This design comes from an exercise in tuning for a short achievable clock period and few clock cycles per item on the open sky130 flow, not from production work.
RTL that was checked went through simulation tests only; none was proved equivalent to the original.
Function not checked in run 4: the RTL went through the layout flow alone.
Power and IR drop assume default switching activity.

**flow/design.v**
```verilog
module pscc_enc8b10b (
    input  wire       rd,
    input  wire [7:0] data,
    output wire [9:0] sym,
    output wire       rd_next
);
  reg [10:0] e;
  always @(*) begin
    case ({rd, data})
      9'h000: e = 11'h274;
      9'h001: e = 11'h1d4;
      9'h002: e = 11'h2d4;
      9'h003: e = 11'h71b;
      9'h004: e = 11'h354;
      9'h005: e = 11'h69b;
      9'h006: e = 11'h59b;
      9'h007: e = 11'h78b;
      9'h008: e = 11'h394;
      9'h009: e = 11'h65b;
      9'h00a: e = 11'h55b;
      9'h00b: e = 11'h74b;
      9'h00c: e = 11'h4db;
      9'h00d: e = 11'h6cb;
      9'h00e: e = 11'h5cb;
      9'h00f: e = 11'h174;
      9'h010: e = 11'h1b4;
      9'h011: e = 11'h63b;
      9'h012: e = 11'h53b;
      9'h013: e = 11'h72b;
      9'h014: e = 11'h4bb;
      9'h015: e = 11'h6ab;
      9'h016: e = 11'h5ab;
      9'h017: e = 11'h3a4;
      9'h018: e = 11'h334;
      9'h019: e = 11'h66b;
      9'h01a: e = 11'h56b;
      9'h01b: e = 11'h364;
      9'h01c: e = 11'h4eb;
      9'h01d: e = 11'h2e4;
      9'h01e: e = 11'h1e4;
      9'h01f: e = 11'h2b4;
      9'h020: e = 11'h679;
      9'h021: e = 11'h5d9;
      9'h022: e = 11'h6d9;
      9'h023: e = 11'h319;
      9'h024: e = 11'h759;
      9'h025: e = 11'h299;
      9'h026: e = 11'h199;
      9'h027: e = 11'h389;
      9'h028: e = 11'h799;
      9'h029: e = 11'h259;
      9'h02a: e = 11'h159;
      9'h02b: e = 11'h349;
      9'h02c: e = 11'h0d9;
      9'h02d: e = 11'h2c9;
      9'h02e: e = 11'h1c9;
      9'h02f: e = 11'h579;
      9'h030: e = 11'h5b9;
      9'h031: e = 11'h239;
      9'h032: e = 11'h139;
      9'h033: e = 11'h329;
      9'h034: e = 11'h0b9;
      9'h035: e = 11'h2a9;
      9'h036: e = 11'h1a9;
      9'h037: e = 11'h7a9;
      9'h038: e = 11'h739;
      9'h039: e = 11'h269;
      9'h03a: e = 11'h169;
      9'h03b: e = 11'h769;
      9'h03c: e = 11'h0e9;
      9'h03d: e = 11'h6e9;
      9'h03e: e = 11'h5e9;
      9'h03f: e = 11'h6b9;
      9'h040: e = 11'h675;
      9'h041: e = 11'h5d5;
      9'h042: e = 11'h6d5;
      9'h043: e = 11'h315;
      9'h044: e = 11'h755;
      9'h045: e = 11'h295;
      9'h046: e = 11'h195;
      9'h047: e = 11'h385;
      9'h048: e = 11'h795;
      9'h049: e = 11'h255;
      9'h04a: e = 11'h155;
      9'h04b: e = 11'h345;
      9'h04c: e = 11'h0d5;
      9'h04d: e = 11'h2c5;
      9'h04e: e = 11'h1c5;
      9'h04f: e = 11'h575;
      9'h050: e = 11'h5b5;
      9'h051: e = 11'h235;
      9'h052: e = 11'h135;
      9'h053: e = 11'h325;
      9'h054: e = 11'h0b5;
      9'h055: e = 11'h2a5;
      9'h056: e = 11'h1a5;
      9'h057: e = 11'h7a5;
      9'h058: e = 11'h735;
      9'h059: e = 11'h265;
      9'h05a: e = 11'h165;
      9'h05b: e = 11'h765;
      9'h05c: e = 11'h0e5;
      9'h05d: e = 11'h6e5;
      9'h05e: e = 11'h5e5;
      9'h05f: e = 11'h6b5;
      9'h060: e = 11'h673;
      9'h061: e = 11'h5d3;
      9'h062: e = 11'h6d3;
      9'h063: e = 11'h31c;
      9'h064: e = 11'h753;
      9'h065: e = 11'h29c;
      9'h066: e = 11'h19c;
      9'h067: e = 11'h38c;
      9'h068: e = 11'h793;
      9'h069: e = 11'h25c;
      9'h06a: e = 11'h15c;
      9'h06b: e = 11'h34c;
      9'h06c: e = 11'h0dc;
      9'h06d: e = 11'h2cc;
      9'h06e: e = 11'h1cc;
      9'h06f: e = 11'h573;
      9'h070: e = 11'h5b3;
      9'h071: e = 11'h23c;
      9'h072: e = 11'h13c;
      9'h073: e = 11'h32c;
      9'h074: e = 11'h0bc;
      9'h075: e = 11'h2ac;
      9'h076: e = 11'h1ac;
      9'h077: e = 11'h7a3;
      9'h078: e = 11'h733;
      9'h079: e = 11'h26c;
      9'h07a: e = 11'h16c;
      9'h07b: e = 11'h763;
      9'h07c: e = 11'h0ec;
      9'h07d: e = 11'h6e3;
      9'h07e: e = 11'h5e3;
      9'h07f: e = 11'h6b3;
      9'h080: e = 11'h272;
      9'h081: e = 11'h1d2;
      9'h082: e = 11'h2d2;
      9'h083: e = 11'h71d;
      9'h084: e = 11'h352;
      9'h085: e = 11'h69d;
      9'h086: e = 11'h59d;
      9'h087: e = 11'h78d;
      9'h088: e = 11'h392;
      9'h089: e = 11'h65d;
      9'h08a: e = 11'h55d;
      9'h08b: e = 11'h74d;
      9'h08c: e = 11'h4dd;
      9'h08d: e = 11'h6cd;
      9'h08e: e = 11'h5cd;
      9'h08f: e = 11'h172;
      9'h090: e = 11'h1b2;
      9'h091: e = 11'h63d;
      9'h092: e = 11'h53d;
      9'h093: e = 11'h72d;
      9'h094: e = 11'h4bd;
      9'h095: e = 11'h6ad;
      9'h096: e = 11'h5ad;
      9'h097: e = 11'h3a2;
      9'h098: e = 11'h332;
      9'h099: e = 11'h66d;
      9'h09a: e = 11'h56d;
      9'h09b: e = 11'h362;
      9'h09c: e = 11'h4ed;
      9'h09d: e = 11'h2e2;
      9'h09e: e = 11'h1e2;
      9'h09f: e = 11'h2b2;
      9'h0a0: e = 11'h67a;
      9'h0a1: e = 11'h5da;
      9'h0a2: e = 11'h6da;
      9'h0a3: e = 11'h31a;
      9'h0a4: e = 11'h75a;
      9'h0a5: e = 11'h29a;
      9'h0a6: e = 11'h19a;
      9'h0a7: e = 11'h38a;
      9'h0a8: e = 11'h79a;
      9'h0a9: e = 11'h25a;
      9'h0aa: e = 11'h15a;
      9'h0ab: e = 11'h34a;
      9'h0ac: e = 11'h0da;
      9'h0ad: e = 11'h2ca;
      9'h0ae: e = 11'h1ca;
      9'h0af: e = 11'h57a;
      9'h0b0: e = 11'h5ba;
      9'h0b1: e = 11'h23a;
      9'h0b2: e = 11'h13a;
      9'h0b3: e = 11'h32a;
      9'h0b4: e = 11'h0ba;
      9'h0b5: e = 11'h2aa;
      9'h0b6: e = 11'h1aa;
      9'h0b7: e = 11'h7aa;
      9'h0b8: e = 11'h73a;
      9'h0b9: e = 11'h26a;
      9'h0ba: e = 11'h16a;
      9'h0bb: e = 11'h76a;
      9'h0bc: e = 11'h0ea;
      9'h0bd: e = 11'h6ea;
      9'h0be: e = 11'h5ea;
      9'h0bf: e = 11'h6ba;
      9'h0c0: e = 11'h676;
      9'h0c1: e = 11'h5d6;
      9'h0c2: e = 11'h6d6;
      9'h0c3: e = 11'h316;
      9'h0c4: e = 11'h756;
      9'h0c5: e = 11'h296;
      9'h0c6: e = 11'h196;
      9'h0c7: e = 11'h386;
      9'h0c8: e = 11'h796;
      9'h0c9: e = 11'h256;
      9'h0ca: e = 11'h156;
      9'h0cb: e = 11'h346;
      9'h0cc: e = 11'h0d6;
      9'h0cd: e = 11'h2c6;
      9'h0ce: e = 11'h1c6;
      9'h0cf: e = 11'h576;
      9'h0d0: e = 11'h5b6;
      9'h0d1: e = 11'h236;
      9'h0d2: e = 11'h136;
      9'h0d3: e = 11'h326;
      9'h0d4: e = 11'h0b6;
      9'h0d5: e = 11'h2a6;
      9'h0d6: e = 11'h1a6;
      9'h0d7: e = 11'h7a6;
      9'h0d8: e = 11'h736;
      9'h0d9: e = 11'h266;
      9'h0da: e = 11'h166;
      9'h0db: e = 11'h766;
      9'h0dc: e = 11'h0e6;
      9'h0dd: e = 11'h6e6;
      9'h0de: e = 11'h5e6;
      9'h0df: e = 11'h6b6;
      9'h0e0: e = 11'h271;
      9'h0e1: e = 11'h1d1;
      9'h0e2: e = 11'h2d1;
      9'h0e3: e = 11'h71e;
      9'h0e4: e = 11'h351;
      9'h0e5: e = 11'h69e;
      9'h0e6: e = 11'h59e;
      9'h0e7: e = 11'h78e;
      9'h0e8: e = 11'h391;
      9'h0e9: e = 11'h65e;
      9'h0ea: e = 11'h55e;
      9'h0eb: e = 11'h74e;
      9'h0ec: e = 11'h4de;
      9'h0ed: e = 11'h6ce;
      9'h0ee: e = 11'h5ce;
      9'h0ef: e = 11'h171;
      9'h0f0: e = 11'h1b1;
      9'h0f1: e = 11'h637;
      9'h0f2: e = 11'h537;
      9'h0f3: e = 11'h72e;
      9'h0f4: e = 11'h4b7;
      9'h0f5: e = 11'h6ae;
      9'h0f6: e = 11'h5ae;
      9'h0f7: e = 11'h3a1;
      9'h0f8: e = 11'h331;
      9'h0f9: e = 11'h66e;
      9'h0fa: e = 11'h56e;
      9'h0fb: e = 11'h361;
      9'h0fc: e = 11'h4ee;
      9'h0fd: e = 11'h2e1;
      9'h0fe: e = 11'h1e1;
      9'h0ff: e = 11'h2b1;
      9'h100: e = 11'h58b;
      9'h101: e = 11'h62b;
      9'h102: e = 11'h52b;
      9'h103: e = 11'h314;
      9'h104: e = 11'h4ab;
      9'h105: e = 11'h294;
      9'h106: e = 11'h194;
      9'h107: e = 11'h074;
      9'h108: e = 11'h46b;
      9'h109: e = 11'h254;
      9'h10a: e = 11'h154;
      9'h10b: e = 11'h344;
      9'h10c: e = 11'h0d4;
      9'h10d: e = 11'h2c4;
      9'h10e: e = 11'h1c4;
      9'h10f: e = 11'h68b;
      9'h110: e = 11'h64b;
      9'h111: e = 11'h234;
      9'h112: e = 11'h134;
      9'h113: e = 11'h324;
      9'h114: e = 11'h0b4;
      9'h115: e = 11'h2a4;
      9'h116: e = 11'h1a4;
      9'h117: e = 11'h45b;
      9'h118: e = 11'h4cb;
      9'h119: e = 11'h264;
      9'h11a: e = 11'h164;
      9'h11b: e = 11'h49b;
      9'h11c: e = 11'h0e4;
      9'h11d: e = 11'h51b;
      9'h11e: e = 11'h61b;
      9'h11f: e = 11'h54b;
      9'h120: e = 11'h189;
      9'h121: e = 11'h229;
      9'h122: e = 11'h129;
      9'h123: e = 11'h719;
      9'h124: e = 11'h0a9;
      9'h125: e = 11'h699;
      9'h126: e = 11'h599;
      9'h127: e = 11'h479;
      9'h128: e = 11'h069;
      9'h129: e = 11'h659;
      9'h12a: e = 11'h559;
      9'h12b: e = 11'h749;
      9'h12c: e = 11'h4d9;
      9'h12d: e = 11'h6c9;
      9'h12e: e = 11'h5c9;
      9'h12f: e = 11'h289;
      9'h130: e = 11'h249;
      9'h131: e = 11'h639;
      9'h132: e = 11'h539;
      9'h133: e = 11'h729;
      9'h134: e = 11'h4b9;
      9'h135: e = 11'h6a9;
      9'h136: e = 11'h5a9;
      9'h137: e = 11'h059;
      9'h138: e = 11'h0c9;
      9'h139: e = 11'h669;
      9'h13a: e = 11'h569;
      9'h13b: e = 11'h099;
      9'h13c: e = 11'h4e9;
      9'h13d: e = 11'h119;
      9'h13e: e = 11'h219;
      9'h13f: e = 11'h149;
      9'h140: e = 11'h185;
      9'h141: e = 11'h225;
      9'h142: e = 11'h125;
      9'h143: e = 11'h715;
      9'h144: e = 11'h0a5;
      9'h145: e = 11'h695;
      9'h146: e = 11'h595;
      9'h147: e = 11'h475;
      9'h148: e = 11'h065;
      9'h149: e = 11'h655;
      9'h14a: e = 11'h555;
      9'h14b: e = 11'h745;
      9'h14c: e = 11'h4d5;
      9'h14d: e = 11'h6c5;
      9'h14e: e = 11'h5c5;
      9'h14f: e = 11'h285;
      9'h150: e = 11'h245;
      9'h151: e = 11'h635;
      9'h152: e = 11'h535;
      9'h153: e = 11'h725;
      9'h154: e = 11'h4b5;
      9'h155: e = 11'h6a5;
      9'h156: e = 11'h5a5;
      9'h157: e = 11'h055;
      9'h158: e = 11'h0c5;
      9'h159: e = 11'h665;
      9'h15a: e = 11'h565;
      9'h15b: e = 11'h095;
      9'h15c: e = 11'h4e5;
      9'h15d: e = 11'h115;
      9'h15e: e = 11'h215;
      9'h15f: e = 11'h145;
      9'h160: e = 11'h18c;
      9'h161: e = 11'h22c;
      9'h162: e = 11'h12c;
      9'h163: e = 11'h713;
      9'h164: e = 11'h0ac;
      9'h165: e = 11'h693;
      9'h166: e = 11'h593;
      9'h167: e = 11'h473;
      9'h168: e = 11'h06c;
      9'h169: e = 11'h653;
      9'h16a: e = 11'h553;
      9'h16b: e = 11'h743;
      9'h16c: e = 11'h4d3;
      9'h16d: e = 11'h6c3;
      9'h16e: e = 11'h5c3;
      9'h16f: e = 11'h28c;
      9'h170: e = 11'h24c;
      9'h171: e = 11'h633;
      9'h172: e = 11'h533;
      9'h173: e = 11'h723;
      9'h174: e = 11'h4b3;
      9'h175: e = 11'h6a3;
      9'h176: e = 11'h5a3;
      9'h177: e = 11'h05c;
      9'h178: e = 11'h0cc;
      9'h179: e = 11'h663;
      9'h17a: e = 11'h563;
      9'h17b: e = 11'h09c;
      9'h17c: e = 11'h4e3;
      9'h17d: e = 11'h11c;
      9'h17e: e = 11'h21c;
      9'h17f: e = 11'h14c;
      9'h180: e = 11'h58d;
      9'h181: e = 11'h62d;
      9'h182: e = 11'h52d;
      9'h183: e = 11'h312;
      9'h184: e = 11'h4ad;
      9'h185: e = 11'h292;
      9'h186: e = 11'h192;
      9'h187: e = 11'h072;
      9'h188: e = 11'h46d;
      9'h189: e = 11'h252;
      9'h18a: e = 11'h152;
      9'h18b: e = 11'h342;
      9'h18c: e = 11'h0d2;
      9'h18d: e = 11'h2c2;
      9'h18e: e = 11'h1c2;
      9'h18f: e = 11'h68d;
      9'h190: e = 11'h64d;
      9'h191: e = 11'h232;
      9'h192: e = 11'h132;
      9'h193: e = 11'h322;
      9'h194: e = 11'h0b2;
      9'h195: e = 11'h2a2;
      9'h196: e = 11'h1a2;
      9'h197: e = 11'h45d;
      9'h198: e = 11'h4cd;
      9'h199: e = 11'h262;
      9'h19a: e = 11'h162;
      9'h19b: e = 11'h49d;
      9'h19c: e = 11'h0e2;
      9'h19d: e = 11'h51d;
      9'h19e: e = 11'h61d;
      9'h19f: e = 11'h54d;
      9'h1a0: e = 11'h18a;
      9'h1a1: e = 11'h22a;
      9'h1a2: e = 11'h12a;
      9'h1a3: e = 11'h71a;
      9'h1a4: e = 11'h0aa;
      9'h1a5: e = 11'h69a;
      9'h1a6: e = 11'h59a;
      9'h1a7: e = 11'h47a;
      9'h1a8: e = 11'h06a;
      9'h1a9: e = 11'h65a;
      9'h1aa: e = 11'h55a;
      9'h1ab: e = 11'h74a;
      9'h1ac: e = 11'h4da;
      9'h1ad: e = 11'h6ca;
      9'h1ae: e = 11'h5ca;
      9'h1af: e = 11'h28a;
      9'h1b0: e = 11'h24a;
      9'h1b1: e = 11'h63a;
      9'h1b2: e = 11'h53a;
      9'h1b3: e = 11'h72a;
      9'h1b4: e = 11'h4ba;
      9'h1b5: e = 11'h6aa;
      9'h1b6: e = 11'h5aa;
      9'h1b7: e = 11'h05a;
      9'h1b8: e = 11'h0ca;
      9'h1b9: e = 11'h66a;
      9'h1ba: e = 11'h56a;
      9'h1bb: e = 11'h09a;
      9'h1bc: e = 11'h4ea;
      9'h1bd: e = 11'h11a;
      9'h1be: e = 11'h21a;
      9'h1bf: e = 11'h14a;
      9'h1c0: e = 11'h186;
      9'h1c1: e = 11'h226;
      9'h1c2: e = 11'h126;
      9'h1c3: e = 11'h716;
      9'h1c4: e = 11'h0a6;
      9'h1c5: e = 11'h696;
      9'h1c6: e = 11'h596;
      9'h1c7: e = 11'h476;
      9'h1c8: e = 11'h066;
      9'h1c9: e = 11'h656;
      9'h1ca: e = 11'h556;
      9'h1cb: e = 11'h746;
      9'h1cc: e = 11'h4d6;
      9'h1cd: e = 11'h6c6;
      9'h1ce: e = 11'h5c6;
      9'h1cf: e = 11'h286;
      9'h1d0: e = 11'h246;
      9'h1d1: e = 11'h636;
      9'h1d2: e = 11'h536;
      9'h1d3: e = 11'h726;
      9'h1d4: e = 11'h4b6;
      9'h1d5: e = 11'h6a6;
      9'h1d6: e = 11'h5a6;
      9'h1d7: e = 11'h056;
      9'h1d8: e = 11'h0c6;
      9'h1d9: e = 11'h666;
      9'h1da: e = 11'h566;
      9'h1db: e = 11'h096;
      9'h1dc: e = 11'h4e6;
      9'h1dd: e = 11'h116;
      9'h1de: e = 11'h216;
      9'h1df: e = 11'h146;
      9'h1e0: e = 11'h58e;
      9'h1e1: e = 11'h62e;
      9'h1e2: e = 11'h52e;
      9'h1e3: e = 11'h311;
      9'h1e4: e = 11'h4ae;
      9'h1e5: e = 11'h291;
      9'h1e6: e = 11'h191;
      9'h1e7: e = 11'h071;
      9'h1e8: e = 11'h46e;
      9'h1e9: e = 11'h251;
      9'h1ea: e = 11'h151;
      9'h1eb: e = 11'h348;
      9'h1ec: e = 11'h0d1;
      9'h1ed: e = 11'h2c8;
      9'h1ee: e = 11'h1c8;
      9'h1ef: e = 11'h68e;
      9'h1f0: e = 11'h64e;
      9'h1f1: e = 11'h231;
      9'h1f2: e = 11'h131;
      9'h1f3: e = 11'h321;
      9'h1f4: e = 11'h0b1;
      9'h1f5: e = 11'h2a1;
      9'h1f6: e = 11'h1a1;
      9'h1f7: e = 11'h45e;
      9'h1f8: e = 11'h4ce;
      9'h1f9: e = 11'h261;
      9'h1fa: e = 11'h161;
      9'h1fb: e = 11'h49e;
      9'h1fc: e = 11'h0e1;
      9'h1fd: e = 11'h51e;
      9'h1fe: e = 11'h61e;
      9'h1ff: e = 11'h54e;
      default: e = 11'h000;
    endcase
  end
  assign sym     = e[9:0];
  assign rd_next = e[10];
endmodule
module pscc_rs_update (
    input  wire [255:0] a,
    input  wire [7:0]   c,
    output wire [255:0] y
);
  localparam [263:0] GEN = {
    8'h01, 8'h5B, 8'h7F, 8'h56, 8'h10, 8'h1E, 8'h0D, 8'hEB, 8'h61, 8'hA5, 8'h08,
    8'h2A, 8'h36, 8'h56, 8'hAB, 8'h20, 8'h71, 8'h20, 8'hAB, 8'h56, 8'h36, 8'h2A,
    8'h08, 8'hA5, 8'h61, 8'hEB, 8'h0D, 8'h1E, 8'h10, 8'h56, 8'h7F, 8'h5B, 8'h01
  };   
  function [7:0] gen_coef(input integer k);   
    gen_coef = GEN[8*(32-k) +: 8];
  endfunction
  function [7:0] gf_mul(input [7:0] x, input [7:0] m);
    reg [7:0] p, s;
    integer i;
    begin
      p = 8'h00;
      s = x;
      for (i = 0; i < 8; i = i + 1) begin
        if (m[i]) p = p ^ s;
        s = {s[6:0], 1'b0} ^ (s[7] ? 8'h87 : 8'h00);
      end
      gf_mul = p;
    end
  endfunction
  wire [7:0] fb = c ^ a[7:0];
  genvar j;
  generate
    for (j = 0; j < 31; j = j + 1) begin : g_byte
      assign y[8*j +: 8] = a[8*(j+1) +: 8] ^ gf_mul(fb, gen_coef(31 - j));
    end
  endgenerate
  assign y[255:248] = gf_mul(fb, gen_coef(0));
endmodule
module pscc_crc8 (
    input  wire [31:0] c,
    input  wire [7:0]  b,
    output reg  [31:0] y
);
  integer i;
  always @(*) begin
    y = c ^ {24'h0, b};
    for (i = 0; i < 8; i = i + 1)
      y = y[0] ? ((y >> 1) ^ 32'hEDB88320) : (y >> 1);
  end
endmodule
module pscc_coder (
    input  wire        clk,
    input  wire        rst,
    input  wire        cmd_valid,
    input  wire [31:0] cmd,
    output wire        cmd_ready,
    output wire        rsp_valid,
    output wire [31:0] rsp,
    output wire        flt,
    input  wire        xrd_b,
    input  wire [14:0] xrd_w,
    output wire [31:0] xrd_data
);
  localparam integer BUF_WORDS = 48;
  localparam integer NSYM      = 3 * BUF_WORDS;
  localparam [3:0] OP_RS_CLEAR    = 4'h1, OP_RS_UPDATE = 4'h2, OP_RS_READ    = 4'h3,
                   OP_ENC_BYTE    = 4'h4, OP_ENC_SYNC  = 4'h5, OP_PUT_SYM    = 4'h6,
                   OP_GET_SYM     = 4'h7, OP_FRAME_BEGIN = 4'h8, OP_FRAME_DATA = 4'h9,
                   OP_FRAME_END   = 4'hA, OP_RD_STATUS = 4'hB;
  localparam [2:0] CAUSE_ILLEGAL = 3'd1, CAUSE_SEQ = 3'd2, CAUSE_CAP = 3'd3;
  localparam [2:0] S_IDLE = 3'd0, S_EXEC = 3'd1, S_FE_CRC = 3'd2, S_FE_PAR = 3'd3,
                   S_FE_SYNC = 3'd4;
  reg [2:0]   state;
  reg [31:0]  cmd_q;
  reg [255:0] P [0:2];
  reg         RD;
  reg [31:0]  CRC;
  reg [15:0]  BIDX;
  reg [15:0]  SIDX;
  reg         PHASE;
  reg         CURBUF;
  reg         FAULT;
  reg [2:0]   CAUSE;
  reg [31:0]  FCMD;
  reg [1:0]   lane_ctr;    
  reg [6:0]   fe_cnt;      
  reg [4:0]   par_pos;
  reg [1:0]   par_lane;
  reg [29:0]  mem [0:2*BUF_WORDS-1];    
  reg         rsp_valid_r;
  reg  [31:0] rsp_r;
  wire        fe_go;
  reg  [31:0] rsp_c;
  assign cmd_ready = ((state == S_IDLE) || (state == S_EXEC && !fe_go)) && !rst;
  assign rsp_valid = (state == S_EXEC) ? !fe_go : rsp_valid_r;
  assign rsp       = (state == S_EXEC) ? rsp_c : rsp_r;
  assign flt       = FAULT | ((state == S_EXEC) && (illegal || seq_err || cap_err));
  wire [3:0]  op    = cmd_q[31:28];
  wire        f_b   = cmd_q[27];
  wire        f_fl  = cmd_q[26];
  wire [15:0] f_idx = cmd_q[25:10];
  wire [9:0]  f_sym = cmd_q[9:0];
  wire [1:0]  f_lane = cmd_q[9:8];
  wire [7:0]  f_data = cmd_q[7:0];
  wire [4:0]  f_pos = cmd_q[4:0];
  wire [1:0]  f_sel = cmd_q[1:0];
  reg illegal;
  always @(*) begin
    case (op)
      OP_RS_CLEAR:    illegal = (cmd_q & 32'hFFFFFFFF) != 32'h10000000;
      OP_RS_UPDATE:   illegal = ((cmd_q & 32'hFFFFFC00) != 32'h20000000) || (f_lane == 2'd3);
      OP_RS_READ:     illegal = ((cmd_q & 32'hFFFFFCE0) != 32'h30000000) || (f_lane == 2'd3);
      OP_ENC_BYTE:    illegal = (cmd_q & 32'hFFFFFF00) != 32'h40000000;
      OP_ENC_SYNC:    illegal = (cmd_q & 32'hFFFFFFFF) != 32'h50000000;
      OP_PUT_SYM:     illegal = (cmd_q & 32'hF4000000) != 32'h60000000;
      OP_GET_SYM:     illegal = (cmd_q & 32'hF40003FF) != 32'h70000000;
      OP_FRAME_BEGIN: illegal = (cmd_q & 32'hF3FFFFFF) != 32'h80000000;
      OP_FRAME_DATA:  illegal = (cmd_q & 32'hFFFFFF00) != 32'h90000000;
      OP_FRAME_END:   illegal = (cmd_q & 32'hFBFFFFFF) != 32'hA0000000;
      OP_RD_STATUS:   illegal = (cmd_q & 32'hFFFFFFFC) != 32'hB0000000;
      default:        illegal = 1'b1;
    endcase
  end
  wire is_status = (cmd_q & 32'hFFFFFFFC) == 32'hB0000000;
  reg seq_err;
  always @(*) begin
    case (op)
      OP_RS_CLEAR, OP_RS_UPDATE, OP_ENC_BYTE, OP_ENC_SYNC, OP_PUT_SYM, OP_FRAME_BEGIN:
        seq_err = PHASE;
      OP_FRAME_DATA, OP_FRAME_END:
        seq_err = !PHASE;
      default:
        seq_err = 1'b0;
    endcase
  end
  reg cap_err;
  always @(*) begin
    case (op)
      OP_PUT_SYM, OP_GET_SYM: cap_err = f_idx >= NSYM;
      OP_FRAME_DATA:          cap_err = SIDX >= NSYM;
      OP_FRAME_END:           cap_err = ({1'b0, SIDX} + 17'd100 + {16'd0, f_fl}) > NSYM;
      default:                cap_err = 1'b0;
    endcase
  end
  wire [31:0] status_word = {FAULT, CAUSE, PHASE, RD, CURBUF, 9'd0, SIDX};
  reg  [31:0] status_sel;
  always @(*) begin
    case (f_sel)
      2'd0: status_sel = status_word;
      2'd1: status_sel = CRC;
      2'd2: status_sel = {16'd0, BIDX};
      default: status_sel = FCMD;
    endcase
  end
  reg  [1:0]   upd_lane;
  reg  [7:0]   upd_byte;
  wire [255:0] upd_in = P[upd_lane];
  wire [255:0] upd_out;
  pscc_rs_update u_rs (.a(upd_in), .c(upd_byte), .y(upd_out));
  reg  [7:0] enc_byte;
  wire [9:0] enc_sym;
  wire       enc_rd;
  pscc_enc8b10b u_enc (.rd(RD), .data(enc_byte), .sym(enc_sym), .rd_next(enc_rd));
  wire [9:0] sync_sym = RD ? 10'h305 : 10'h0FA;
  wire [31:0] crc_next;
  pscc_crc8 u_crc (.c(CRC), .b(f_data), .y(crc_next));
  wire [31:0] crc_out = ~CRC;
  reg  [7:0]  crc_byte;
  always @(*) begin
    case (fe_cnt[1:0])
      2'd0: crc_byte = crc_out[31:24];
      2'd1: crc_byte = crc_out[23:16];
      2'd2: crc_byte = crc_out[15:8];
      default: crc_byte = crc_out[7:0];
    endcase
  end
  reg        acc_buf;
  reg [15:0] acc_idx;
  wire [7:0] acc_word = acc_idx[7:0] / 8'd3;
  wire [1:0] acc_slot = acc_idx[7:0] % 8'd3;
  wire [6:0] acc_addr = (acc_buf ? BUF_WORDS : 0) + acc_word;
  wire [29:0] acc_rdata = mem[acc_addr];
  reg        wr_en;
  reg [9:0]  wr_sym;
  reg [29:0] wr_data;
  always @(*) begin
    case (acc_slot)
      2'd0:    wr_data = {20'd0, wr_sym};
      2'd1:    wr_data = acc_rdata | {10'd0, wr_sym, 10'd0};
      default: wr_data = acc_rdata | {wr_sym, 20'd0};
    endcase
  end
  reg [9:0] get_sym;
  always @(*) begin
    case (acc_slot)
      2'd0:    get_sym = acc_rdata[9:0];
      2'd1:    get_sym = acc_rdata[19:10];
      default: get_sym = acc_rdata[29:20];
    endcase
  end
  always @(posedge clk) begin
    if (wr_en) mem[acc_addr] <= wr_data;
  end
  wire [6:0] xrd_addr = (xrd_b ? BUF_WORDS : 0) + xrd_w[6:0];
  assign xrd_data = (xrd_w < BUF_WORDS) ? {2'b00, mem[xrd_addr]} : 32'd0;
  always @(*) begin
    upd_lane = lane_ctr;
    upd_byte = f_data;
    enc_byte = f_data;
    acc_buf  = CURBUF;
    acc_idx  = SIDX;
    wr_en    = 1'b0;
    wr_sym   = enc_sym;
    case (state)
      S_EXEC: begin
        case (op)
          OP_RS_UPDATE: upd_lane = f_lane;
          OP_PUT_SYM, OP_GET_SYM: begin
            acc_buf = f_b;
            acc_idx = f_idx;
          end
          OP_FRAME_BEGIN: begin
            acc_buf = f_b;
            acc_idx = 16'd0;
          end
          default: ;
        endcase
        if (!FAULT && !illegal && !seq_err && !cap_err) begin
          case (op)
            OP_PUT_SYM: begin
              wr_en  = 1'b1;
              wr_sym = f_sym;
            end
            OP_FRAME_BEGIN: begin
              wr_en  = f_fl;
              wr_sym = sync_sym;
            end
            OP_FRAME_DATA: wr_en = 1'b1;
            default: ;
          endcase
        end
      end
      S_FE_CRC: begin
        upd_byte = crc_byte;
        enc_byte = crc_byte;
        wr_en    = 1'b1;
      end
      S_FE_PAR: begin
        enc_byte = P[par_lane][8*par_pos +: 8];
        wr_en    = 1'b1;
      end
      S_FE_SYNC: begin
        wr_en  = 1'b1;
        wr_sym = sync_sym;
      end
      default: ;
    endcase
  end
  assign fe_go = (op == OP_FRAME_END) && !FAULT && !illegal && !seq_err && !cap_err;
  always @(*) begin
    rsp_c = 32'd0;
    if (FAULT) begin
      if (is_status) rsp_c = status_sel;
    end else if (!(illegal || seq_err || cap_err)) begin
      case (op)
        OP_RS_READ:   rsp_c = {24'd0, P[f_lane][8*f_pos +: 8]};
        OP_ENC_BYTE:  rsp_c = {22'd0, enc_sym};
        OP_ENC_SYNC:  rsp_c = {22'd0, sync_sym};
        OP_GET_SYM:   rsp_c = {22'd0, get_sym};
        OP_FRAME_DATA: rsp_c = {22'd0, enc_sym};
        OP_RD_STATUS: rsp_c = status_sel;
        default: ;
      endcase
    end
  end
  integer l;
  always @(posedge clk) begin
    if (rst) begin
      state     <= S_IDLE;
      cmd_q     <= 32'd0;
      rsp_valid_r <= 1'b0;
      rsp_r       <= 32'd0;
      for (l = 0; l < 3; l = l + 1) P[l] <= 256'd0;
      RD        <= 1'b0;
      CRC       <= 32'hFFFFFFFF;
      BIDX      <= 16'd0;
      SIDX      <= 16'd0;
      PHASE     <= 1'b0;
      CURBUF    <= 1'b0;
      FAULT     <= 1'b0;
      CAUSE     <= 3'd0;
      FCMD      <= 32'd0;
      lane_ctr  <= 2'd0;
      fe_cnt    <= 7'd0;
      par_pos   <= 5'd0;
      par_lane  <= 2'd0;
    end else begin
      rsp_valid_r <= 1'b0;
      case (state)
        S_IDLE: begin
          if (cmd_valid) begin
            cmd_q <= cmd;
            state <= S_EXEC;
          end
        end
        S_EXEC: begin
          state <= S_IDLE;
          if (cmd_valid) begin
            cmd_q <= cmd;
            state <= S_EXEC;
          end
          if (FAULT) begin
          end else if (illegal || seq_err || cap_err) begin
            FAULT <= 1'b1;
            CAUSE <= illegal ? CAUSE_ILLEGAL : (seq_err ? CAUSE_SEQ : CAUSE_CAP);
            FCMD  <= cmd_q;
          end else begin
            case (op)
              OP_RS_CLEAR: for (l = 0; l < 3; l = l + 1) P[l] <= 256'd0;
              OP_RS_UPDATE: P[f_lane] <= upd_out;
              OP_ENC_BYTE: RD <= enc_rd;
              OP_ENC_SYNC: RD <= ~RD;
              OP_FRAME_BEGIN: begin
                for (l = 0; l < 3; l = l + 1) P[l] <= 256'd0;
                BIDX     <= 16'd0;
                lane_ctr <= 2'd0;
                CRC      <= 32'hFFFFFFFF;
                CURBUF   <= f_b;
                PHASE    <= 1'b1;
                if (f_fl) begin
                  RD   <= ~RD;
                  SIDX <= 16'd1;
                end else begin
                  SIDX <= 16'd0;
                end
              end
              OP_FRAME_DATA: begin
                CRC         <= crc_next;
                P[lane_ctr] <= upd_out;
                RD          <= enc_rd;
                SIDX        <= SIDX + 16'd1;
                BIDX        <= BIDX + 16'd1;
                lane_ctr    <= (lane_ctr == 2'd2) ? 2'd0 : lane_ctr + 2'd1;
              end
              OP_FRAME_END: begin
                fe_cnt    <= 7'd0;
                state     <= S_FE_CRC;
                cmd_q     <= cmd_q;
              end
              default: ;
            endcase
          end
        end
        S_FE_CRC: begin
          P[lane_ctr] <= upd_out;
          RD          <= enc_rd;
          SIDX        <= SIDX + 16'd1;
          BIDX        <= BIDX + 16'd1;
          lane_ctr    <= (lane_ctr == 2'd2) ? 2'd0 : lane_ctr + 2'd1;
          fe_cnt      <= fe_cnt + 7'd1;
          if (fe_cnt == 7'd3) begin
            fe_cnt   <= 7'd0;
            par_pos  <= 5'd0;
            par_lane <= 2'd0;
            state    <= S_FE_PAR;
          end
        end
        S_FE_PAR: begin
          RD     <= enc_rd;
          SIDX   <= SIDX + 16'd1;
          fe_cnt <= fe_cnt + 7'd1;
          if (par_lane == 2'd2) begin
            par_lane <= 2'd0;
            par_pos  <= par_pos + 5'd1;
          end else begin
            par_lane <= par_lane + 2'd1;
          end
          if (fe_cnt == 7'd95) begin
            if (f_fl) begin
              state <= S_FE_SYNC;
            end else begin
              PHASE     <= 1'b0;
              rsp_valid_r <= 1'b1;
              rsp_r       <= {16'd0, SIDX + 16'd1};
              state     <= S_IDLE;
            end
          end
        end
        S_FE_SYNC: begin
          RD        <= ~RD;
          SIDX      <= SIDX + 16'd1;
          PHASE     <= 1'b0;
          rsp_valid_r <= 1'b1;
          rsp_r       <= {16'd0, SIDX + 16'd1};
          state     <= S_IDLE;
        end
        default: state <= S_IDLE;
      endcase
    end
  end
endmodule
```
**flow/run.sh**
```bash
#!/bin/bash
# synth_recipe.tcl (not shown) runs the flow's synth.tcl, then flattens the netlist and writes it again
# the make line also repeats each setting of config.mk as NAME=value (left out here)
make -C /OpenROAD-flow-scripts/flow DESIGN_CONFIG=/design/flow/config.mk WORK_HOME=/design/flow/orfs CLKGATE_MAP_FILE= SYNTH_SCRIPT=/design/flow/synth_recipe.tcl finish
```
**flow/config.mk**
```make
export PLATFORM = sky130hd
export DESIGN_NAME = pscc_coder
export DESIGN_NICKNAME = pscc_coder
export VERILOG_FILES = /design/flow/design.v
export SDC_FILE = /design/flow/constraint.sdc
export NUM_CORES = 8
export LEC_CHECK = 0
export CAP_MARGIN = 20
export CORE_MARGIN = 2
export CORE_UTILIZATION = 30
export SETUP_SLACK_MARGIN = 5
export SLEW_MARGIN = 20
export SYNTH_MEMORY_MAX_BITS = 8192
```
**flow/constraint.sdc**
```tcl
create_clock -name core_clock -period 15.0 [get_ports {clk}]
set_input_delay 3.0000 -clock core_clock [delete_from_list [all_inputs] [get_ports {clk}]]
set_output_delay 3.0000 -clock core_clock [all_outputs]
set_load 0.01 [all_outputs]
```
==> reports/metrics.cfg, run 1 <==
[sta]
clock_skew_ns=0.1550
setup_viol=0
tns_ns=0
drv_slew=0
final_hold_viol_count=0
fmax_mhz=93.21
worstMarginPinSlew_ns=1.283
rsz0062_at_grt=true
max-slew-margin-rel_pct=14.29
setup_ws_ns=4.272
fin_crit_ns=10.73
finalCritPeriodShare_pct=71.52

[synth]
ys_top_cells_by_count=edfxtp_1, nand2_1, mux4_2
synth_edf_count=3904
synth_compound_area_share_pct=8.373
yosysSeqAreaShare_pct=57.46
syn-instance-count=15507
synth.distinct_cells=110
yosys_warnings=4
synth.mux.area_fraction_pct=19.11
synth_top_family_by_area=multiplexers
ys_async_sr_fraction_pct=0
synth_largest_area_cell=edfxtp_1
syn_avg_cell_area_sq_um=13.55
synth_top_area_share_pct=55.80
synthXorXnorAreaFrac_pct=2.042
synth_area_sq_um=210100
ys.flop_type=edfxtp_1
yosysMostFrequentCell=edfxtp_1
ys_top_cells_by_area=edfxtp_1, mux4_2, nand2_1
synth_adder_area_share_pct=0.1501
ys_ff_latch=4078
synthSimpleGateAreaFrac_pct=9.667

[hold_path]
hp-class=flop to flop
min-delay-start=cmd_q[21]

[placement]
dpl_cell_area_sq_um=224300
place_congestion=0.9693
place_hpwl_microns=507400
placed_cells=24141
portBuffers=115
dp_slack_ns=1.383

[floorplanning]
pin_count=118
core-area_sq_um=698300
initial_core_util_pct=30.08
die_width_microns=840.8
chipHeight_microns=840.8
rows=307
die_area_sq_um=707000

[finish]
area.growth.synth_to_final_pct=17.37
stdcell_count=25432
final_area_sq_um=246600
drive_gt1_share_pct=23.97
fin_nets=15797

[cts]
clk_path_buf_depth=4
cts_tree=yes
numCtsBuffers=435
cts-root-buf=clkbuf_16
clk_latency_ns=1.12
ctsHtreeMaxLevel=5
cts.sinks=4078
clk_pin_slew_ns=0.06

[power]
p_clk_share_pct=41.0
comb_power_share_pct=11.3
power_mw=26.78
internal_power_mw=19.86
peakVddDrop_mv=0.1084
power_switching_mw=6.920
swShare_pct=25.84
power_frac_seq_pct=47.7
cellLeakagePower_nw=80.25
power_density_nw_per_um2=108.6

[global_route]
grt.busiest_layer=met2
grt_pass1_wl_microns=1209000
track_usage_pct=23.90
antenna_found_initial=85
met1_usage_pct=29.80
grt_util_met2_pct=35.02
grt_pass1_vias=149462
use_met3_pct=7.959
overflow=0
grt_max_degree=159

[status]
so_faults=antenna rules
status=finished with violations

[critical_path]
crit_type=flop to primary output
cp-end-kind=primary output
worstPathMaxFanout=82
crit_arrival_ns=7.73
crit_required_ns=12.00
start_kind=flop
crit_start=state[0]
rrSetupSlack_ns=6.77

[job]
max_cap_violations=0

[detailed_routing]
routed_wl_microns=880800
via_per_inst=6.213
vias=158014
drtIter0Drc=26389
ant_nets=1
first_pass_iters=9
wire_per_inst_microns=34.64
route.detailed.drc=0

==> repair_timing <==
item                                     CTS  global route
hold endpoints to repair                   0             0
pin swaps                                107            91
endpoints found under the setup margin  1879            31
gates resized for setup                  502           177
cloned                                    51             7
hold buffers                               0             0
setup buffers                            276            78
==> critical path, stage by stage (launching register included) <==
cell and delay, ns:
dfxtp_4 0.36, or3b_4 0.40, nor2_4 0.23, buf_6 0.17, a22oi_2 0.12, buf_4 0.20
buf_4 0.13, o2111ai_1 0.24, a31oi_1 0.19, a31oi_4 0.18, buf_4 0.38, and2_4 0.39
buf_4 0.21, buf_16 0.30, nor2_4 0.04, buf_4 0.38, a31o_2 0.31, a211oi_1 0.23
a41o_2 0.24, o21ai_1 0.09, or4b_1 0.49, o31a_1 0.28, a311oi_4 0.62, buf_2 0.26
==> path summary, 6_finish.rpt <==
check | endpoint | depth (start not counted)
min reg2reg | cmd_q[21] | 2
max reg2reg | mem[25][20] | 22
min | cmd_q[21] | 2
max | rsp[7] | 23
==> layout make-up <==
class,instances,area [sq um]
clock buffer,525,11300
multi-input combinational,9830,86770
clock inverter,283,2888
tap,9270,11600
timing repair buffer,1081,11960
sequential,4078,120800
fill,66517,451800
inverter,296,1114
antenna,69,172.7
==> metrics by stage <==
| step | hold WS (ns) | utilization, % |
|---|---|---|
| after floorplan | 0.4434 | - |
| after global placement | 0.4680 | 32.11 |
| after detailed placement | 0.4673 | 32.12 |
| after CTS | 0.4787 | 35.05 |
| after global routing | 0.5068 | 35.29 |
| final | 0.4837 | 35.31 |
==> logic make-up (layout without fill, tap and decap cells) <==
| group | count (synthesis) | in the layout |
|---|---|---|
| DFF | 4078 | 4078 |
| adders and majority gates | 24 | 24 |
| muxes | 2008 | 2008 |
| other | 1 | 71 |
| xor gates and xnor gates | 476 | 476 |
| buffers and inverters | 1610 | 2185 |
| AOI/OAI and AO/OA | 2548 | 2551 |
| and+or+nand+nor | 4762 | 4769 |
==> layer usage <==
layer / vias up / part of all wire [%]
li1: 61244 / -
met1: 79827 / 34
met2: 13521 / 42
met3: 3372 / 15
met4: 50 / 8.5
met5: - / 0.064
==> power groups by stage <==
stage / Clock [mW] / Combinational, mW / Sequential (mW)
3_5_place_dp: 0 / 2.84 / 13.0
3_3_place_gp: 0 / 2.82 / 13.0
4_1_cts: 11.0 / 2.91 / 12.8
6_report: 11.0 / 3.01 / 12.8
5_1_grt: 11.4 / 3.14 / 12.8
2_1_floorplan: 0 / 1.77 / 13.0
==> registers in the layout (all words and copies together) (netlist names), 16 cells and up, named ones only <==
name   count
mem     2880
BIDX      16
CRC       32
rsp_r     16
SIDX      16
FCMD      32
cmd_q     32
P       1024
==> layout by cell type, fill, tap and decap left out, types with 330 or more instances in the layout <==
cell / synthesis / routed
a211oi_1: 394 / 364
a31oi_1: 462 / 452
buf_4: 52 / 678
clkbuf_16: 0 / 443
edfxtp_1: 3904 / 3904
mux2i_1: 343 / 330
mux4_2: 1593 / 1593
nand2_1: 2113 / 2085
nand3_1: 587 / 577
nor2_1: 1367 / 1254
Testbench counts, summed over its fixed seeds: cycles 39,533, bytes 6,416.
==> run 2, diff against run 1 <==
--- a/flow/config.mk
+++ b/flow/config.mk
@@ -10,3 +10,2 @@
 export CORE_UTILIZATION = 30
-export SETUP_SLACK_MARGIN = 5
 export SLEW_MARGIN = 20
==> run 2 against run 1 <==
  * Fails layout checks on setup timing
  * Clock power about the same
  * Clock skew down 0.023 ns
  * Non-clock buffer count is 425 lower
  * Synthesized cell count is the same
  * Sequential cell count unchanged
  * Core utilization fell by 1.2 points
  * Sequential power hardly changed
  * Global-route usage shrank 1.1 points
==> reports/metrics.cfg, run 2 <==
[status]
status=finished with violations
so_faults=setup timing

[global_route]
grt_pass1_wl_microns=1161000  ; -4.0%
grt_pass1_vias=146181  ; -2.2%
track_usage_pct=22.81  ; -1.1 points
overflow=0  ; unchanged
antenna_found_initial=54  ; -36%
grt_max_degree=155  ; -2.5%

[synth]
syn_avg_cell_area_sq_um=13.55  ; unchanged
yosysSeqAreaShare_pct=57.46  ; unchanged
ys_async_sr_fraction_pct=0  ; unchanged
synth_area_sq_um=210100  ; unchanged
ys_top_cells_by_area=edfxtp_1, mux4_2, nand2_1
ys_top_cells_by_count=edfxtp_1, nand2_1, mux4_2
synth_edf_count=3904  ; unchanged
ys_ff_latch=4078  ; unchanged
synth_largest_area_cell=edfxtp_1
syn-instance-count=15507  ; unchanged
synth_top_area_share_pct=55.80  ; unchanged
yosys_warnings=4  ; unchanged
ys.flop_type=edfxtp_1
synth.distinct_cells=110  ; unchanged
yosysMostFrequentCell=edfxtp_1

[placement]
dp_slack_ns=1.136  ; -0.2471 ns
portBuffers=115  ; unchanged
place_congestion=0.9566  ; -1.3%
place_hpwl_microns=500900  ; -1.3%

[finish]
final_util_pct=34.11  ; -1.2 points
largestRegisters=mem x2880, P x1024
fin_nets=15360  ; -2.8%
nFillCells=67161  ; +0.97%
drive_gt1_share_pct=20.15  ; -3.8 points
layout_common_cells=edfxtp_1, nand2_1, mux4_2
largest_register_ffs=2880  ; unchanged
top_register=mem
final_common_cell=edfxtp_1
area.growth.synth_to_final_pct=13.40

[critical_path]
rrSetupSlack_ns=3.43  ; -3.34 ns
crit_arrival_ns=12.05  ; +4.32 ns
cp-end-kind=primary output
crit_required_ns=12.00  ; about the same
worstReg2RegStart=state[0]
crit_type=flop to primary output
start_kind=flop
crit_start=state[0]
worstPathMaxFanout=24  ; -71%
worstRegToRegCells=26  ; +18%
timing.rr.end=mem[1][0]
endpoint=rsp[2]

[cts]
numCtsBuffers=432  ; -0.69%
clk_latency_ns=1.10  ; -0.02 ns
cts_hold_buffers=0  ; unchanged
cts.sinks=4078  ; unchanged
ctsHtreeMaxLevel=5  ; unchanged
cts_tree=yes
cts-root-buf=clkbuf_16
clk_pin_slew_ns=0.07  ; about the same
clk_path_buf_depth=4  ; unchanged

[floorplanning]
die_area_sq_um=707000  ; unchanged
rows=307  ; unchanged
pin_count=118  ; unchanged
die_width_microns=840.8  ; unchanged
core-area_sq_um=698300  ; unchanged
initial_core_util_pct=30.08  ; unchanged
chipHeight_microns=840.8  ; unchanged

[detailed_routing]
vias=153134  ; -3.1%
via_per_inst=6.130  ; -1.3%
drtIter0Drc=24804  ; -6.0%
ant_nets=0  ; -1
route.detailed.drc=0  ; unchanged
first_pass_iters=8  ; -1
routed_wl_microns=838900  ; -4.8%
wire_per_inst_microns=33.58  ; -3.0%

[sta]
tns_ns=-0.07665  ; -0.07665 ns
max-slew-margin-rel_pct=12.63  ; -1.7 points
finalCritPeriodShare_pct=100.3  ; +29 points
drv_slew=0  ; unchanged
setup_ws_ns=-0.05195  ; -4.324 ns
final_hold_viol_count=0  ; unchanged
rsz0062_at_grt=false
clock_skew_ns=0.1321  ; -0.02289 ns
fin_crit_ns=15.05  ; +4.324 ns
setup_viol=2  ; +2
hold_slack_ns=0.4660  ; -0.01769 ns
fmax_mhz=66.44  ; -29%
worstMarginPinSlew_ns=1.274  ; -0.008985 ns

[power]
swShare_pct=25.73  ; -0.11 points
cellLeakagePower_nw=76.64  ; -4.5%
p_clk_share_pct=40.7  ; -0.3 points
power_frac_seq_pct=48.2  ; +0.5 points
comb_power_share_pct=11.0  ; -0.3 points
power_switching_mw=6.822  ; -1.4%
peakVddDrop_mv=0.1226  ; +13%
power_density_nw_per_um2=111.3  ; +2.5%
internal_power_mw=19.69  ; -0.87%

[job]
max_cap_violations=0  ; unchanged

[hold_path]
hp-class=flop to flop

run 2: cell counts after synthesis:
Identical to the previous run, type by type.
run 2: layer usage:
layer  vias up  global-route usage (%)  wire, microns
met5         -                       0            175
met4        30                   14.65          64930
met3      2724                   6.839         115000
met2     12285                   34.48         366900
met1     77830                   28.50         291900
li1      60265                       -              -
run 2: layout make-up:
cell class / count / area [sq um] / share of cell area, %
repair buffers: 656 / 6056 / 2.542
clock inverters: 268 / 2648 / 1.111
multi-input cells: 9821 / 84620 / 35.52
flip-flops and latches: 4078 / 120800 / 50.69
clock buffers: 536 / 11300 / 4.745
well taps: 9270 / 11600 / 4.869
inverters: 296 / 1112 / 0.4669
diodes: 57 / 142.6 / 0.05987
run 2: per-stage QoR:
| step | instances | total power [mW] | area [sq um] |
|---|---|---|---|
| 3_5_place_dp | 24111 | 15.86 | 223900 |
| 3_3_place_gp | 24106 | 15.83 | 223900 |
| 6_report | 24982 | 26.51 | 238200 |
| 2_1_floorplan | 15508 | 14.82 | 210100 |
| 5_1_grt | 24946 | 27.10 | 238100 |
| 4_1_cts | 24915 | 26.46 | 237900 |
run 2: what timing repair did:
action | CTS | global route
endpoints found under the setup margin | 0 | 10
resized for setup | 0 | 4
buffers inserted | 0 | 8
run 2: how the worst min path moves through the flow:
stage               depth (start not counted)      start  slack, ns   endpoint
finish                                      2  cmd_q[21]       0.47  cmd_q[21]
global route                                2  cmd_q[21]       0.49  cmd_q[21]
CTS                                         2  cmd_q[21]       0.47  cmd_q[21]
detailed placement                          2  cmd_q[21]       0.46  cmd_q[21]
global placement                            2  cmd_q[21]       0.46  cmd_q[21]
floorplan                                   2  cmd_q[21]       0.44  cmd_q[21]
run 2: kinds of logic after synthesis:
group,share of synthesized area [%]
other,0.001785
flip-flops,57.46
AO/OA/AOI/OAI,8.373
adder cells (fa/ha/maj),0.1501
multiplexers,19.11
XOR/XNOR,2.042
AND/OR/NAND/NOR,9.667
buffers and inverters,3.193
run 2: power by group through the flow:
stage	sequential (mW)	clock [mW]	combinational (mW)
after detailed placement	13.0	0	2.83
after global routing	12.8	11.3	3.05
after floorplan	13.0	0	1.77
after CTS	12.8	10.8	2.84
final	12.8	10.8	2.92
after global placement	13.0	0	2.81
run 2: critical path: stages (launching register included):
cell and delay (ns):
dfxtp_1 0.76, or3b_2 0.55, nor2_4 0.36, a22oi_1 0.17, buf_4 0.24, xnor2_1 0.28
o22ai_1 0.18, o21ai_1 0.29, nand3_1 0.51, ha_1 0.56, a21oi_1 0.32, nand3_1 0.43
a211o_1 0.46, nand2_1 0.07, ha_1 0.31, nor4_4 0.14, a211oi_4 1.00, nand2_4 0.71
buf_4 0.54, o22ai_1 0.21, nor3_1 0.07, nor3_1 0.58, o311a_1 0.73, nand2_1 0.29
a41oi_1 0.31, a211oi_2 0.17, clkdlybuf4s50_1 0.61
==> run 3, diff against run 2 <==
--- a/flow/config.mk
+++ b/flow/config.mk
@@ -9,3 +9,4 @@
 export CORE_MARGIN = 2
-export CORE_UTILIZATION = 30
+export CORE_UTILIZATION = 25
+export SETUP_SLACK_MARGIN = 3
 export SLEW_MARGIN = 20
==> run 3 against run 2 <==
  * The run now finishes clean
  * Wire length is 2.3% higher
  * Maximum frequency is 24% higher
  * Die area is 20% higher
  * Synthesized cell count stayed put
  * Register-to-register slack better by 2.6 ns
  * Sequential cell count stayed put
  * Cell area is 1.7% higher
  * Count of clock-buffer cells in the layout is 24 lower
  * Core utilization is 5.2 points lower
==> reports/metrics.cfg, run 3 <==
[status]
status=complete, no violations

[sta]
tns_ns=0  ; +0.07665 ns
finalCritPeriodShare_pct=81.15  ; -19 points
fmax_mhz=82.16  ; +24%
drv_slew=0  ; unchanged
rsz0062_at_grt=false
worstMarginPinSlew_ns=1.285  ; +0.01130 ns
max-slew-margin-rel_pct=14.31  ; +1.7 points
fin_crit_ns=12.17  ; -2.880 ns
hold_slack_ns=0.4790  ; +0.01301 ns
setup_viol=0  ; -2
final_hold_viol_count=0  ; unchanged
clock_skew_ns=0.2163  ; +0.08417 ns

[hold_path]
hp-class=flop to flop

[detailed_routing]
route.detailed.drc=0  ; unchanged
first_pass_iters=14  ; +6
wire_per_inst_microns=31.85  ; -5.1%
routed_wl_microns=858400  ; +2.3%
vias=156005  ; +1.9%
via_per_inst=5.789  ; -5.6%
ant_nets=0  ; unchanged
drtIter0Drc=26278  ; +5.9%

[synth]
ys_top_cells_by_count=edfxtp_1, nand2_1, mux4_2
synthSimpleGateAreaFrac_pct=9.667  ; unchanged
synth_adder_area_share_pct=0.1501  ; unchanged
ys.flop_type=edfxtp_1
syn-instance-count=15507  ; unchanged
synth_largest_area_cell=edfxtp_1
yosysSeqAreaShare_pct=57.46  ; unchanged
synth.mux.area_fraction_pct=19.11  ; unchanged
synth.distinct_cells=110  ; unchanged
ys_ff_latch=4078  ; unchanged
yosys_warnings=4  ; unchanged
synth_top_area_share_pct=55.80  ; unchanged
synth_edf_count=3904  ; unchanged
synth_area_sq_um=210100  ; unchanged
yosysMostFrequentCell=edfxtp_1
ys_top_cells_by_area=edfxtp_1, mux4_2, nand2_1
synth_compound_area_share_pct=8.373  ; unchanged
synth_top_family_by_area=multiplexers
syn_avg_cell_area_sq_um=13.55  ; unchanged
ys_async_sr_fraction_pct=0  ; unchanged
synthXorXnorAreaFrac_pct=2.042  ; unchanged

[floorplanning]
die_area_sq_um=847700  ; +20%
core-area_sq_um=837400  ; +20%
initial_core_util_pct=25.09  ; -5.0 points
rows=336  ; +9.4%
pin_count=118  ; unchanged
die_width_microns=920.7  ; +9.5%
chipHeight_microns=920.7  ; +9.5%

[placement]
place_hpwl_microns=513800  ; +2.6%
portBuffers=115  ; unchanged
placed_cells=25998  ; +7.8%
place_congestion=0.9655  ; +0.93%

[finish]
stdcell_count=26949  ; +7.9%
fin_nets=15433  ; +0.48%
largest_register_ffs=2880  ; unchanged
area.growth.synth_to_final_pct=15.31
nFillCells=83773  ; +25%
final_common_cell=edfxtp_1
drive_gt1_share_pct=21.13  ; +0.98 points
largestRegisters=mem x2880, P x1024
top_register=mem
layout_common_cells=edfxtp_1, nand2_1, mux4_2

[cts]
cts_tree=yes
cts_hold_buffers=0  ; unchanged
ctsHtreeMaxLevel=5  ; unchanged
cts.sinks=4078  ; unchanged
clk_pin_slew_ns=0.06  ; about the same
clk_latency_ns=1.17  ; +0.07 ns
cts-root-buf=clkbuf_16
numCtsBuffers=421  ; -2.5%
clk_path_buf_depth=4  ; unchanged

[critical_path]
critPathMostFrequentCell=buf_4
cp_cell_sequence=nor4b_4 -> o21ai_4 -> a22oi_2 -> buf_4 -> nand2_1 -> a221o_1 -> a31oi_4 -> buf_4 -> buf_4 -> nand2_8 -> o211ai_1 -> buf_12 -> buf_4 -> o221ai_1 -> a221oi_1 -> a21oi_1 -> nor4b_2 -> a31oi_1 -> a41oi_2 -> a211oi_4 -> buf_6 -> clkdlybuf4s50_1
cp-end-kind=primary output
crit_type=flop to primary output
start_kind=flop
crit_required_ns=12.00  ; about the same
crit_arrival_ns=9.17  ; -2.88 ns
slowest_delay_ns=0.72  ; -0.28 ns
crit_buf_inv=7  ; +4
crit_family=compound AO/OA/AOI/OAI gates
worstPathMaxFanout=43  ; +79%
cp_slowest_cell=buf_4

[global_route]
antenna_found_initial=67  ; +24%
grt_max_degree=144  ; -7.1%
grt_pass1_wl_microns=1177000  ; +1.4%
overflow=0  ; unchanged
grt_pass1_vias=147578  ; +0.96%
track_usage_pct=19.19  ; -3.6 points

[power]
cellLeakagePower_nw=77.23  ; +0.77%
power_density_nw_per_um2=110.0  ; -1.2%
peakVddDrop_mv=0.1204  ; -1.8%

[job]
max_cap_violations=0  ; unchanged

-- run 3: metal layers --
layer | vias to the layer above | global-route usage [%] | wire, microns
met2 | 13434 | 28.33 | 368400
met3 | 3275 | 7.093 | 129300
met1 | 78806 | 23.69 | 295500
li1 | 60442 | - | -
met5 | - | 0.1964 | 520
met4 | 48 | 12.18 | 64660
-- run 3: final cells by class --
type / instances / area [sq um] / area share (%)
clock buffers: 512 / 10990 / 4.536
diodes: 76 / 190.2 / 0.07851
flip-flops and latches: 4078 / 120800 / 49.85
repair buffers: 737 / 7119 / 2.939
inverters: 296 / 1112 / 0.4592
well taps: 11154 / 13960 / 5.761
multi-input cells: 9824 / 85170 / 35.16
clock inverters: 272 / 2953 / 1.219
-- run 3: stage by stage --
stage / power (mW) / util, % / setup slack [ns] / cell area [sq um]
2_1_floorplan: 14.82 / - / 4.335 / 210100
3_3_place_gp: 15.83 / 27.01 / 0.7975 / 226200
3_5_place_dp: 15.87 / 27.02 / 0.6075 / 226300
4_1_cts: 26.54 / 28.81 / 2.971 / 241300
5_1_grt: 27.21 / 28.91 / 2.983 / 242100
6_report: 26.64 / 28.93 / 2.828 / 242200
-- run 3: cell families (layout without fill, tap and decap cells) --
| family | after synthesis | after routing |
|---|---|---|
| adder cells (fa/ha/maj) | 24 | 24 |
| XOR/XNOR | 476 | 476 |
| buffers and inverters | 1610 | 1817 |
| flip-flops | 4078 | 4078 |
| multiplexers | 2008 | 2008 |
| AO/OA/AOI/OAI | 2548 | 2548 |
| other | 1 | 78 |
| AND/OR/NAND/NOR | 4762 | 4766 |
-- run 3: final timing paths --
path	startpoint	end	slack, ns	cells after the start
min reg2reg	cmd_q[18]	cmd_q[18]	0.48	2
max	cmd_q[31]	rsp[2]	2.83	22
max reg2reg	flop	mem[60][1]	6.07	19
min	cmd_q[18]	cmd_q[18]	0.48	2
-- run 3: worst reg2reg max path: stages, from the launching register on --
cell and delay (ns):
dfxtp_4 0.63, buf_8 0.39, mux4_2 0.57, mux4_2 0.53, mux4_2 0.54, mux2i_4 0.42
a211oi_1 0.20, a21oi_2 0.37, inv_1 0.25, ha_2 0.52, mux2i_1 0.14, mux2i_1 0.26
mux2i_1 0.24, mux2i_1 0.23, a21oi_1 0.06, a311oi_1 0.64, o21ai_0 0.17, a21o_1 0.59
o21ai_4 1.07, buf_4 0.64
-- run 3: report_power, final --
| part | internal, mW | leakage [nW] | switching, mW |
|---|---|---|---|
| Sequential | 12.7 | 38.1 | 0.0810 |
| Combinational | 0.966 | 32.4 | 1.99 |
| Clock | 6.02 | 6.76 | 4.87 |
-- run 3: repair_timing --
| action | in CTS | in global routing |
|---|---|---|
| endpoints found under the hold margin | 0 | 0 |
| gates resized for setup | 99 | 67 |
| buffers inserted | 46 | 31 |
| endpoints found under the setup margin | 10 | 10 |
| gates cloned | 7 | 5 |
| pin swaps | 20 | 20 |
==> run 4, diff against run 3 <==
--- a/flow/design.v
+++ b/flow/design.v
@@ -580,4 +580,4 @@
     output wire        cmd_ready,
-    output wire        rsp_valid,
-    output wire [31:0] rsp,
+    output reg         rsp_valid,
+    output reg  [31:0] rsp,
     output wire        flt,
@@ -613,10 +613,4 @@
   reg [29:0]  mem [0:2*BUF_WORDS-1];    
-  reg         rsp_valid_r;
-  reg  [31:0] rsp_r;
-  wire        fe_go;
-  reg  [31:0] rsp_c;
-  assign cmd_ready = ((state == S_IDLE) || (state == S_EXEC && !fe_go)) && !rst;
-  assign rsp_valid = (state == S_EXEC) ? !fe_go : rsp_valid_r;
-  assign rsp       = (state == S_EXEC) ? rsp_c : rsp_r;
-  assign flt       = FAULT | ((state == S_EXEC) && (illegal || seq_err || cap_err));
+  assign cmd_ready = (state == S_IDLE) && !rst;
+  assign flt       = FAULT;
   wire [3:0]  op    = cmd_q[31:28];
@@ -782,19 +776,2 @@
   end
-  assign fe_go = (op == OP_FRAME_END) && !FAULT && !illegal && !seq_err && !cap_err;
-  always @(*) begin
-    rsp_c = 32'd0;
-    if (FAULT) begin
-      if (is_status) rsp_c = status_sel;
-    end else if (!(illegal || seq_err || cap_err)) begin
-      case (op)
-        OP_RS_READ:   rsp_c = {24'd0, P[f_lane][8*f_pos +: 8]};
-        OP_ENC_BYTE:  rsp_c = {22'd0, enc_sym};
-        OP_ENC_SYNC:  rsp_c = {22'd0, sync_sym};
-        OP_GET_SYM:   rsp_c = {22'd0, get_sym};
-        OP_FRAME_DATA: rsp_c = {22'd0, enc_sym};
-        OP_RD_STATUS: rsp_c = status_sel;
-        default: ;
-      endcase
-    end
-  end
   integer l;
@@ -804,4 +781,4 @@
       cmd_q     <= 32'd0;
-      rsp_valid_r <= 1'b0;
-      rsp_r       <= 32'd0;
+      rsp_valid <= 1'b0;
+      rsp       <= 32'd0;
       for (l = 0; l < 3; l = l + 1) P[l] <= 256'd0;
@@ -821,3 +798,3 @@
     end else begin
-      rsp_valid_r <= 1'b0;
+      rsp_valid <= 1'b0;
       case (state)
@@ -830,8 +807,7 @@
         S_EXEC: begin
-          state <= S_IDLE;
-          if (cmd_valid) begin
-            cmd_q <= cmd;
-            state <= S_EXEC;
-          end
+          rsp_valid <= 1'b1;
+          rsp       <= 32'd0;
+          state     <= S_IDLE;
           if (FAULT) begin
+            if (is_status) rsp <= status_sel;
           end else if (illegal || seq_err || cap_err) begin
@@ -844,4 +820,13 @@
               OP_RS_UPDATE: P[f_lane] <= upd_out;
-              OP_ENC_BYTE: RD <= enc_rd;
-              OP_ENC_SYNC: RD <= ~RD;
+              OP_RS_READ: rsp <= {24'd0, P[f_lane][8*f_pos +: 8]};
+              OP_ENC_BYTE: begin
+                RD  <= enc_rd;
+                rsp <= {22'd0, enc_sym};
+              end
+              OP_ENC_SYNC: begin
+                RD  <= ~RD;
+                rsp <= {22'd0, sync_sym};
+              end
+              OP_PUT_SYM: ;
+              OP_GET_SYM: rsp <= {22'd0, get_sym};
               OP_FRAME_BEGIN: begin
@@ -867,8 +852,10 @@
                 lane_ctr    <= (lane_ctr == 2'd2) ? 2'd0 : lane_ctr + 2'd1;
+                rsp         <= {22'd0, enc_sym};
               end
               OP_FRAME_END: begin
+                rsp_valid <= 1'b0;
                 fe_cnt    <= 7'd0;
                 state     <= S_FE_CRC;
-                cmd_q     <= cmd_q;
               end
+              OP_RD_STATUS: rsp <= status_sel;
               default: ;
@@ -906,4 +893,4 @@
               PHASE     <= 1'b0;
-              rsp_valid_r <= 1'b1;
-              rsp_r       <= {16'd0, SIDX + 16'd1};
+              rsp_valid <= 1'b1;
+              rsp       <= {16'd0, SIDX + 16'd1};
               state     <= S_IDLE;
@@ -916,4 +903,4 @@
           PHASE     <= 1'b0;
-          rsp_valid_r <= 1'b1;
-          rsp_r       <= {16'd0, SIDX + 16'd1};
+          rsp_valid <= 1'b1;
+          rsp       <= {16'd0, SIDX + 16'd1};
           state     <= S_IDLE;
--- a/flow/config.mk
+++ b/flow/config.mk
@@ -9,4 +9,3 @@
 export CORE_MARGIN = 2
-export CORE_UTILIZATION = 25
-export SETUP_SLACK_MARGIN = 3
+export CORE_UTILIZATION = 30
 export SLEW_MARGIN = 20
==> run 4 against run 3 <==
  * Non-clock buffer count shrank 117
  * Count of clock-buffer cells in the layout grew 9
  * Via count shrank 8.5%
  * Combinational power grew 67%
  * Global-route usage grew 3.2 points
  * Largest cell class unchanged
  * Largest power group unchanged
==> reports/metrics.cfg, run 4 <==
[synth]
yosysSeqAreaShare_pct=58.94  ; +1.5 points
yosys_warnings=4  ; unchanged
synth_area_sq_um=205300  ; -2.3%
synth_largest_area_cell=edfxtp_1
ys.flop_type=edfxtp_1
ys_top_cells_by_count=edfxtp_1, mux4_2, nor2_1
synth_edf_count=3904  ; unchanged
yosysMostFrequentCell=edfxtp_1
ys_async_sr_fraction_pct=0  ; unchanged
syn_avg_cell_area_sq_um=15.20  ; +12%
ys_ff_latch=4094  ; +0.39%
ys_top_cells_by_area=edfxtp_1, mux4_2, nor2_1

[power]
power_frac_seq_pct=45.9  ; -2.1 points
internal_power_mw=20.70  ; +5.1%
cellLeakagePower_nw=73.41  ; -4.9%
power_switching_mw=8.197  ; +18%
swShare_pct=28.36  ; +2.3 points
power_mw=28.90  ; +8.5%
peakVddDrop_mv=0.1188  ; -1.4%
comb_power_share_pct=17.1  ; +6.0 points

[cts]
clk_pin_slew_ns=0.06  ; about the same
cts_tree=yes
cts.sinks=4094  ; +0.39%
cts_hold_buffers=0  ; unchanged
cts-root-buf=clkbuf_16
cts_resized=0  ; -100%

[floorplanning]
initial_core_util_pct=30.14  ; +5.1 points
rows=303  ; -9.8%
core-area_sq_um=681300  ; -19%
chipHeight_microns=831.3  ; -9.7%

[placement]
dp_slack_ns=4.138  ; +3.530 ns
portBuffers=115  ; unchanged
dpl_cell_area_sq_um=219100  ; -3.2%
place_hpwl_microns=476900  ; -7.2%
place_congestion=0.9342  ; -3.2%

[sta]
clock_skew_ns=0.1516  ; -0.06471 ns
max-slew-margin-rel_pct=8.228  ; -6.1 points
final_hold_viol_count=0  ; unchanged
tns_ns=0  ; unchanged
setup_ws_ns=3.462  ; +0.6341 ns
fin_crit_ns=11.54  ; -0.6341 ns
setup_viol=0  ; unchanged
finalCritPeriodShare_pct=76.92  ; -4.2 points
fmax_mhz=86.67  ; +5.5%

[detailed_routing]
routed_wl_microns=802800  ; -6.5%
route.detailed.drc=0  ; unchanged
first_pass_iters=7  ; -7
drtIter0Drc=24899  ; -5.2%

[critical_path]
crit_required_ns=15.81  ; +3.81 ns
crit_start=cmd_q[29]
crit_family=compound AO/OA/AOI/OAI gates
worstReg2RegStart=cmd_q[29]
critPathMostFrequentCell=buf_4
crit_arrival_ns=12.35  ; +3.18 ns

[hold_path]
hp-class=flop to flop

[finish]
stdcell_count=22801  ; -15%
layout_common_cells=edfxtp_1, mux4_2, nor2_1
fin_nets=13487  ; -13%
final_area_sq_um=233000  ; -3.8%
final_common_cell=edfxtp_1
largest_register_ffs=2880  ; unchanged
final_util_pct=34.20  ; +5.3 points
drive_gt1_share_pct=24.34  ; +3.2 points
area.growth.synth_to_final_pct=13.46

[status]
status=complete, no violations

[global_route]
grt_max_degree=148  ; +2.8%
grt_pass1_wl_microns=1110000  ; -5.7%
track_usage_pct=22.35  ; +3.2 points
overflow=0  ; unchanged
antenna_found_initial=58  ; -13%

[job]
max_cap_violations=0  ; unchanged

[run 4: changes by cell type after synthesis, moves of 42 or more]
cell	before	now
a211oi_1	394	141
a31oi_1	462	85
and2_1	270	12
buf_2	320	219
clkbuf_1	750	639
mux2i_1	343	229
mux4_2	1593	1848
nand2_1	2113	799
nand3_1	587	222
nor2_1	1367	1437
o22a_1	29	71
o22ai_1	219	636
xnor2_1	239	292
xor2_1	221	175
[run 4: path summary, 6_finish.rpt]
check | to | slack (ns) | cells past startpoint
worst max register to register | mem[65][5] | 3.46 | 29
worst min-delay path | rsp[28] | 0.45 | 2
worst max-delay path | mem[65][5] | 3.46 | 29
worst min register to register | rsp[28] | 0.45 | 2
[run 4: power groups by stage]
| stage | clock network, mW | registers, mW | logic [mW] |
|---|---|---|---|
| floorplan | 0 | 13.5 | 3.07 |
| global placement | 0 | 13.5 | 4.76 |
| detailed placement | 0 | 13.5 | 4.81 |
| CTS | 10.7 | 13.3 | 4.84 |
| global route | 11.1 | 13.3 | 5.20 |
| finish | 10.7 | 13.3 | 4.94 |
[run 4: worst reg2reg max path: cells and delay by family, from the launching register on]
| family | cells | cell delay [ns] |
|---|---|---|
| AND/OR/NAND/NOR | 7 | 2.33 |
| adder cells (fa/ha/maj) | 2 | 0.79 |
| flip-flops | 1 | 0.72 |
| multiplexers | 1 | 1.13 |
| AO/OA/AOI/OAI | 11 | 3.86 |
| buffers and inverters | 8 | 2.43 |
[run 4: cell type report]
type	instances	area, sq um	share of cell area (%)
Sequential cell	4094	121100	51.96
Multi-Input combinational cell	7970	80200	34.42
Tap cell	8997	11260	4.832
Clock buffer	521	11160	4.791
Timing Repair Buffer	620	5619	2.412
Clock inverter	255	2434	1.045
Inverter	304	1141	0.4898
Antenna cell	40	100.1	0.04296
[run 4: cells by family after synthesis]
| kind of cell | count (synthesis) | synth area share [%] |
|---|---|---|
| flops | 4094 | 58.94 |
| simple gates | 2908 | 5.993 |
| compound gates | 2415 | 8.146 |
| mux | 2141 | 21.74 |
| buf+inv | 1445 | 2.936 |
| xor+xnor | 479 | 2.087 |
| fa+ha+maj | 25 | 0.1584 |
| other cells | 1 | 0.001826 |
[run 4: routing by layer]
| layer | global-route usage (%) | share of wire [%] |
|---|---|---|
| met5 | 0 | 0.038 |
| met4 | 12.29 | 6.6 |
| met3 | 7.722 | 15 |
| met2 | 33.81 | 44 |
| met1 | 28.09 | 35 |

Check on run 4: ideal ports give 3.462 ns setup slack; a clkbuf_16 on the clock port and buf_2 on the inputs give 3.462 ns; moving port delays by the midpoint clock arrival (1.160 ns) as well gives 3.462 ns.
